This design comes from an exercise in tuning for small area, a short achievable clock period and few clock cycles on the open sky130 flow, not from production work. Only the layout flow was run in this run; the RTL was not checked for function there. Power figures rest on the tool's default switching activity, not on a simulated workload.

`run.sh`:
```
#!/bin/bash
# synth_recipe.tcl (not shown) runs the flow's synth.tcl, then flattens the netlist and writes it again
# the make line also repeats each setting of config.mk as NAME=value (left out here)
make -C /OpenROAD-flow-scripts/flow DESIGN_CONFIG=/design/flow/config.mk WORK_HOME=/design/flow/orfs CLKGATE_MAP_FILE= SYNTH_SCRIPT=/design/flow/synth_recipe.tcl finish
```
`config.mk`:
```
export PLATFORM = sky130hd
export DESIGN_NAME = vfdc
export DESIGN_NICKNAME = vfdc
export VERILOG_FILES = /design/flow/design.v
export SDC_FILE = /design/flow/constraint.sdc
export NUM_CORES = 4
export LEC_CHECK = 0
export CAP_MARGIN = 20
export CORE_AREA = 5 5 755 755
export DIE_AREA = 0 0 760 760
export PLACE_DENSITY = 0.35
export SLEW_MARGIN = 20
```
`constraint.sdc`:
```
create_clock -name core_clock -period 9.0 [get_ports {clk}]
set_input_delay 1.8000 -clock core_clock [delete_from_list [all_inputs] [get_ports {clk}]]
set_output_delay 1.8000 -clock core_clock [all_outputs]
set_load 0.01 [all_outputs]
```
`design.v`:
```
module vfdc (
    input  wire          clk,
    input  wire          rst,               
    input  wire          cfg_layout_b,      
    input  wire          cfg_halt_policy,   
    input  wire          in_valid,
    input  wire [31:0]   in_data,
    output wire          in_ready,
    output reg           out_valid,
    output reg  [2:0]    out_st,
    output reg  [1:0]    out_kind,
    output reg  [2:0]    out_acc,
    output reg  [23:0]   out_frame24,
    output reg  [7:0]    out_computed,
    output reg           out_msg_valid,
    output reg  [7:0]    out_msg_len,
    output wire [2039:0] out_msg_data,
    output reg           out_key_valid,
    output reg  [7:0]    out_key_code,
    output reg  [4:0]    out_key_flags,
    output wire          viol,
    output wire          halt
);
    localparam [2:0] ST_OK       = 3'd0;
    localparam [2:0] ST_CSUM     = 3'd1;
    localparam [2:0] ST_INV_META = 3'd2;
    localparam [2:0] ST_INV_DATA = 3'd3;
    localparam [2:0] ST_HALTED   = 3'd4;
    localparam [1:0] K_DECL = 2'd0;
    localparam [1:0] K_EOM  = 2'd1;
    localparam [1:0] K_DATA = 2'd2;
    localparam [1:0] K_KEY  = 2'd3;
    localparam [2:0] A_NONE       = 3'd0;
    localparam [2:0] A_DECLARED   = 3'd1;
    localparam [2:0] A_APPENDED   = 3'd2;
    localparam [2:0] A_IGNORED    = 3'd3;
    localparam [2:0] A_COMPLETED  = 3'd4;
    localparam [2:0] A_TERMINATED = 3'd5;
    reg  [7:0] cap_q;           
    reg  [7:0] len_q;           
    reg        viol_q;
    reg        halt_q;
    assign in_ready = 1'b1;
    assign viol     = viol_q;
    assign halt     = halt_q;
    wire fire = in_valid & in_ready;
    wire [23:0] raw = in_data[23:0];
    wire       a_meta    = raw[23];
    wire [3:0] a_type    = raw[22:19];
    wire [3:0] a_seq     = raw[18:15];
    wire [6:0] a_csum    = raw[14:8];
    wire [7:0] a_payload = raw[7:0];
    wire [3:0] b_seq     = raw[23:20];
    wire [6:0] b_csum    = raw[19:13];
    wire [7:0] b_key     = raw[12:5];
    wire [4:0] b_flags   = raw[4:0];
    wire [8:0] a_sum = {8'd0, a_meta} + {5'd0, a_type} + {5'd0, a_seq} + {1'b0, a_payload};
    wire [8:0] b_sum = {5'd0, b_seq} + {1'b0, b_key}
                     + {8'd0, b_flags[4]} + {8'd0, b_flags[3]} + {8'd0, b_flags[2]}
                     + {8'd0, b_flags[1]} + {8'd0, b_flags[0]};
    wire [8:0] a_avg = a_sum / 9'd4;
    wire [8:0] b_avg = b_sum / 9'd7;
    wire [7:0] computed = cfg_layout_b ? b_avg[7:0] : a_avg[7:0];
    wire [6:0] csum     = cfg_layout_b ? b_csum : a_csum;
    wire       csum_ok  = (computed == {1'b0, csum});
    wire is_decl     = a_meta  & (a_type == 4'h0);
    wire is_eom      = a_meta  & (a_type == 4'hF);
    wire is_data     = ~a_meta & (a_type == 4'h0);
    wire is_inv_meta = a_meta  & ~is_decl & ~is_eom;
    reg  [2:0] st;
    reg  [1:0] kind;
    reg  [2:0] acc;
    reg        emit_msg;
    reg        emit_key;
    reg  [7:0] msg_len;
    reg  [7:0] cap_d;
    reg  [7:0] len_d;
    reg        buf_we;
    reg        viol_d;
    reg        halt_d;
    always @(*) begin
        st       = ST_OK;
        kind     = K_DECL;
        acc      = A_NONE;
        emit_msg = 1'b0;
        emit_key = 1'b0;
        msg_len  = 8'd0;
        cap_d    = cap_q;
        len_d    = len_q;
        buf_we   = 1'b0;
        viol_d   = viol_q;
        halt_d   = halt_q;
        if (halt_q) begin
            st = ST_HALTED;
        end else if (!csum_ok) begin
            st = ST_CSUM;
        end else if (cfg_layout_b) begin
            kind     = K_KEY;
            emit_key = 1'b1;
        end else if (is_decl) begin
            kind  = K_DECL;
            acc   = A_DECLARED;
            cap_d = a_payload;
            len_d = 8'd0;
        end else if (is_eom) begin
            kind     = K_EOM;
            acc      = A_TERMINATED;
            emit_msg = 1'b1;
            msg_len  = len_q;
            cap_d    = 8'd0;
            len_d    = 8'd0;
        end else if (is_data) begin
            kind = K_DATA;
            if (len_q >= cap_q) begin
                acc = A_IGNORED;
            end else begin
                buf_we = 1'b1;
                if (len_q + 8'd1 == cap_q) begin
                    acc      = A_COMPLETED;
                    emit_msg = 1'b1;
                    msg_len  = cap_q;
                    cap_d    = 8'd0;
                    len_d    = 8'd0;
                end else begin
                    acc   = A_APPENDED;
                    len_d = len_q + 8'd1;
                end
            end
        end else begin
            st     = is_inv_meta ? ST_INV_META : ST_INV_DATA;
            viol_d = 1'b1;
            if (cfg_halt_policy)
                halt_d = 1'b1;
        end
    end
    always @(posedge clk) begin
        if (rst) begin
            cap_q         <= 8'd0;
            len_q         <= 8'd0;
            viol_q        <= 1'b0;
            halt_q        <= 1'b0;
            out_valid     <= 1'b0;
            out_msg_valid <= 1'b0;
            out_key_valid <= 1'b0;
        end else begin
            out_valid     <= fire;
            out_msg_valid <= fire & emit_msg;
            out_key_valid <= fire & emit_key;
            if (fire) begin
                cap_q  <= cap_d;
                len_q  <= len_d;
                viol_q <= viol_d;
                halt_q <= halt_d;
            end
        end
    end
    always @(posedge clk) begin
        if (fire) begin
            out_st        <= st;
            out_kind      <= kind;
            out_acc       <= acc;
            out_frame24   <= raw;
            out_computed  <= halt_q ? 8'd0 : computed;
            out_msg_len   <= msg_len;
            out_key_code  <= b_key;
            out_key_flags <= b_flags;
        end
    end
    genvar gi;
    generate
        for (gi = 0; gi < 255; gi = gi + 1) begin : g_buf
            reg [7:0] buf_q;
            always @(posedge clk) begin
                if (fire && buf_we && len_q == gi)
                    buf_q <= a_payload;
            end
            assign out_msg_data[gi*8 +: 8] = buf_q;
        end
    endgenerate
endmodule
```
==> results.txt <==
-- area by class of cell --
| type | count | area, sq um |
|---|---|---|
| antenna | 9 | 22.5 |
| fill | 59800 | 451000 |
| clock buffer | 304 | 6350 |
| inverter | 28 | 105 |
| clock inverter | 137 | 1490 |
| tap | 7479 | 9360 |
| timing repair buffer | 2499 | 24700 |
| multi-input combinational | 737 | 4350 |
| sequential | 2108 | 63100 |
-- per-layer routing --
layer / GRT usage (%) / wire length, um / vias up
met2: 20.4 / 176000 / 1797
met1: 12.5 / 130000 / 21100
li1: - / - / 16900
met5: 0 / 13 / -
met3: 3.83 / 28700 / 309
met4: 2.39 / 7090 / 2
-- sequential cells by signal, indices dropped and copies added, names as in the netlist --
name	count
out_kind	2
out_msg_len	8
out_msg_valid	1
out_acc	3
out_st	3
g_buf.buf_q	2040
len_q	8
out_computed	7
out_valid	1
halt_q	1
out_frame24	24
out_key_valid	1
viol_q	1
cap_q	8
-- worst max-delay path: cells and delay by family --
| kind | cells | cell delay, ns |
|---|---|---|
| compound gates | 7 | 1.78 |
| simple gates | 9 | 1.55 |
| buf+inv | 9 | 1.41 |
| fa+ha+maj | 5 | 2.14 |
-- cell usage after synthesis (3+ instances only) --
| library cell | n | area, sq um |
|---|---|---|
| sky130_fd_sc_hd__o21ai_1 | 5 | 25.0 |
| sky130_fd_sc_hd__nor4_1 | 11 | 68.8 |
| sky130_fd_sc_hd__xor2_1 | 8 | 70.1 |
| sky130_fd_sc_hd__nor2b_1 | 10 | 62.6 |
| sky130_fd_sc_hd__a21o_1 | 6 | 45.0 |
| sky130_fd_sc_hd__nor2_1 | 304 | 1140 |
| sky130_fd_sc_hd__and2_1 | 4 | 25.0 |
| sky130_fd_sc_hd__nor3_1 | 31 | 155 |
| sky130_fd_sc_hd__inv_1 | 26 | 97.6 |
| sky130_fd_sc_hd__nand2_1 | 107 | 402 |
| sky130_fd_sc_hd__a211o_1 | 4 | 35.0 |
| sky130_fd_sc_hd__or3_1 | 9 | 56.3 |
| sky130_fd_sc_hd__fa_1 | 8 | 160 |
| sky130_fd_sc_hd__nand2b_1 | 6 | 37.5 |
| sky130_fd_sc_hd__nand4_4 | 3 | 63.8 |
| sky130_fd_sc_hd__clkbuf_1 | 25 | 93.8 |
| sky130_fd_sc_hd__buf_6 | 20 | 225 |
| sky130_fd_sc_hd__and3_1 | 7 | 43.8 |
| sky130_fd_sc_hd__a22oi_1 | 8 | 60.1 |
| sky130_fd_sc_hd__buf_4 | 16 | 120 |
| sky130_fd_sc_hd__a211oi_1 | 7 | 52.6 |
| sky130_fd_sc_hd__or4_1 | 5 | 37.5 |
| sky130_fd_sc_hd__xnor2_1 | 21 | 184 |
| sky130_fd_sc_hd__nor4b_1 | 5 | 43.8 |
| sky130_fd_sc_hd__dfxtp_1 | 21 | 420 |
| sky130_fd_sc_hd__o21ai_0 | 21 | 105 |
| sky130_fd_sc_hd__edfxtp_1 | 2087 | 62700 |
| sky130_fd_sc_hd__a31o_2 | 3 | 26.3 |
| sky130_fd_sc_hd__nand4_1 | 4 | 25.0 |
| sky130_fd_sc_hd__o31ai_1 | 4 | 30.0 |
| sky130_fd_sc_hd__ha_1 | 29 | 363 |
| sky130_fd_sc_hd__a31oi_1 | 4 | 25.0 |
| sky130_fd_sc_hd__o21a_1 | 6 | 45.0 |
| sky130_fd_sc_hd__buf_2 | 10 | 50.1 |
| sky130_fd_sc_hd__mux2i_1 | 14 | 140 |
| sky130_fd_sc_hd__a21oi_1 | 21 | 105 |
| sky130_fd_sc_hd__nand3_1 | 12 | 60.1 |
-- power breakdown --
group | internal (uW) | leakage, uW | switching, uW
registers | 10800 | 0.0190 | 9.54
clock network | 5730 | 0.00381 | 4090
logic | 251 | 0.0117 | 579
total | 16800 | 0.0344 | 4680
-- stage by stage --
| step | worst slack (ns) | total power [uW] | area (sq um) |
|---|---|---|---|
| after detailed placement | -0.737 | 11900 | 102000 |
| final | 0.585 | 21500 | 109000 |
| after global routing | 0.221 | 22200 | 109000 |
| after global placement | -0.935 | 11900 | 102000 |
| after floorplan | 1.54 | 11300 | 67900 |
| after CTS | 0.273 | 21800 | 109000 |
-- final timing paths --
path	startpoint	endpoint	slack, ns
min	cap_q[5]$_SDFFE_PP0P_	cap_q[5]$_SDFFE_PP0P_	0.49
min reg2reg	cap_q[5]$_SDFFE_PP0P_	cap_q[5]$_SDFFE_PP0P_	0.49
max reg2reg	len_q[0]$_SDFFE_PP0P_	g_buf[4].buf_q[2]$_DFFE_PP_	4.34
max	in_data[0]	g_buf[34].buf_q[4]$_DFFE_PP_	0.59
-- cell families (layout without fill, tap and decap cells) --
group	after synthesis	after routing	synth area share, %
flip-flops	2108	2108	93.0
AO/OA/AOI/OAI	123	123	1.34
XOR/XNOR	29	29	0.374
adder cells (fa/ha/maj)	38	38	0.785
AND/OR/NAND/NOR	531	531	3.44
buffers and inverters	100	2968	0.881
other	2	11	0.0111
multiplexers	14	14	0.206
==> Implementation_results.wiki <==
{| class="wikitable"
! Metric !! Value
|-
| Final cell utilization of the core || roughly a fifth
|-
| Die outline area || just under 600000 sq um
|-
| Reg2reg path depth || 17
|-
| Leading cell type in the layout, fill and taps excluded || sky130_fd_sc_hd__clkdlybuf4s50_1
|-
| Count of flip-flops with a built-in enable after synthesis || between 2000 and 2500
|-
| Relative area change from synthesis to final layout || 61.2%
|-
| Largest incremental delay on the critical path || 0.88 ns
|-
| Peak ir drop on the vdd network || 0.000168 V
|-
| Ys async rst share || 0%
|-
| Result of the run || finished clean
|-
| Final setup violation count || 0
|-
| Antenna-violating nets left || 0
|-
| Number of post-CTS setup repair buffers || 0
|-
| Number of cells traversed by the worst hold path || 2
|-
| Achievable clock frequency || between 100 and 150 MHz
|-
| Count of unique library cells instantiated by Yosys || 78
|-
| Clock Pin Slew Worst Setup and Hold Paths || roughly 0.06 ns
|-
| Clk root buf || sky130_fd_sc_hd__clkbuf_16
|-
| Static leakage power || approximately 0.034 uW
|-
| Setup repair after global routing missed its margin || no
|-
| Critical path launch point type || input pin
|-
| Worst hold margin || 0.488 ns
|-
| Cell count after placement || between 10000 and 15000
|-
| Most frequent cells in the layout || 2124 x sky130_fd_sc_hd__clkdlybuf4s50_1, 2087 x sky130_fd_sc_hd__edfxtp_1, 324 x sky130_fd_sc_hd__buf_4
|-
| Core Region || ~560000 sq um
|-
| Clock sink total || 2108
|-
| Crit Path Max Fanout || 32
|-
| Num rows || 275
|-
| Setup total negative slack || 0 ns
|-
| Total number of nets in the final design || around 5700
|-
| Routed via count divided by cell count || slightly above 3
|-
| Count of input and output buffers || around 2100
|-
| Number of pins exceeding their max-slew limit in the final report || 0
|-
| Ys flop type || sky130_fd_sc_hd__edfxtp_1
|-
| Number of antenna violations at the first check in global routing || 34
|-
| Slew of the pin with the lowest slew margin || about 1.2 ns
|-
| Crit path max-delay cell type || sky130_fd_sc_hd__fa_2
|-
| MaxCap Viol Count || 0
|-
| Classification of the worst-slack hold path || flip-flop to flip-flop
|-
| Required time of the critical path || between 9 and 10 ns
|-
| HPWL after DPL || about 260 mm
|-
| GP Congestion || roughly 0.8
|-
| Mean cell area of the mapped netlist || 23.0 sq um
|-
| Die Width || between 700 and 800 um
|-
| Most used cell along the critical path || sky130_fd_sc_hd__o21ai_0
|-
| Post-Synthesis Net Count || ~3000
|-
| Total standard cell area after synthesis || about 68000 sq um
|-
| Residual DRC || 0
|-
| CP endpoint kind || flip-flop
|-
| Yosys warnings || 1
|-
| Via count of the first global-routing pass || 40900
|-
| Total track usage || between 10% and 20%
|-
| Portion of the post-synthesis area used by sequential elements || about 93%
|-
| Category of the critical setup timing path || input pin to flip-flop
|-
| Average wire per standard cell || 25.7 um
|-
| Clock insertion delay at the later pin of the skew report || around 0.95 ns
|-
| Resized Gates After CTS || 0
|-
| Number of hold buffers added after cts || 0
|-
| Time the final worst path needs with I/O delays and setup || between 8 and 9 ns
|-
| First-pass GRT wire length || between 400 and 500 mm
|-
| Pin count of the biggest net entering global routing || between 100 and 150
|-
| Arrival time of data at the critical path endpoint || approximately 9 ns
|-
| Worst slew margin relative to its limit || 21.6%
|-
| Number of H-tree branching levels || 4
|-
| DR vias || approximately 40000
|-
| GR Overflow Total || 0
|-
| First drt pass iteration count || 7
|-
| Flop and latch count out of synthesis || 2108
|-
| Die height || 760 um
|-
| Number of endpoints with negative hold slack in the final report || 0
|-
| DRT Wirelength || approximately 340 mm
|-
| Share of cells above drive strength 1 || about an eighth
|-
| Number of buffers created by CTS || around 240
|-
| # IOs || between 2000 and 2500
|-
| Power density over the cells || 196 nW/um^2
|-
| Final non-filler cell total || 13300
|-
| Clk buf depth || 4
|-
| Fraction of the cycle the final worst path needs || between 90% and 100%
|-
| Post-Synthesis Cells || around 3000
|-
| Worst setup skew after layout || 0.105 ns
|-
| DRC marker count from the first detailed-route iteration || roughly 2900
|-
| Starting Density || about an eighth
|-
| CTS tree || yes
|}

[static timing again, ports no longer ideal]
In the flow no input, the clock included, has a driving cell. The finished layout below was timed again as built, in two steps.
Step 1: set_driving_cell puts a clkbuf_16 on clk and a buf_2 on each other input, an assumption about the parent block.
Step 2 adds t to the input delays and takes it off the output delays; t is the mean of the earliest and latest rising clock arrival at the registers after step 1. Input paths then give back, and output paths get back, about the clock's delay inside the block.
a / b / c = ideal ports / drivers / drivers and shift; a / b = the first two.
t, ns: 0.994
setup slack, ns: 0.585 / 0.625 / -0.369
worst hold slack (ns): 0.488 / 0.488 / 0.488
cell pins on the clock port's net: 1
Met with ideal ports but missed after step 2: setup timing in this run. The setup slack of this run moves by +0.040 ns with the drivers and by -0.954 ns with both steps.
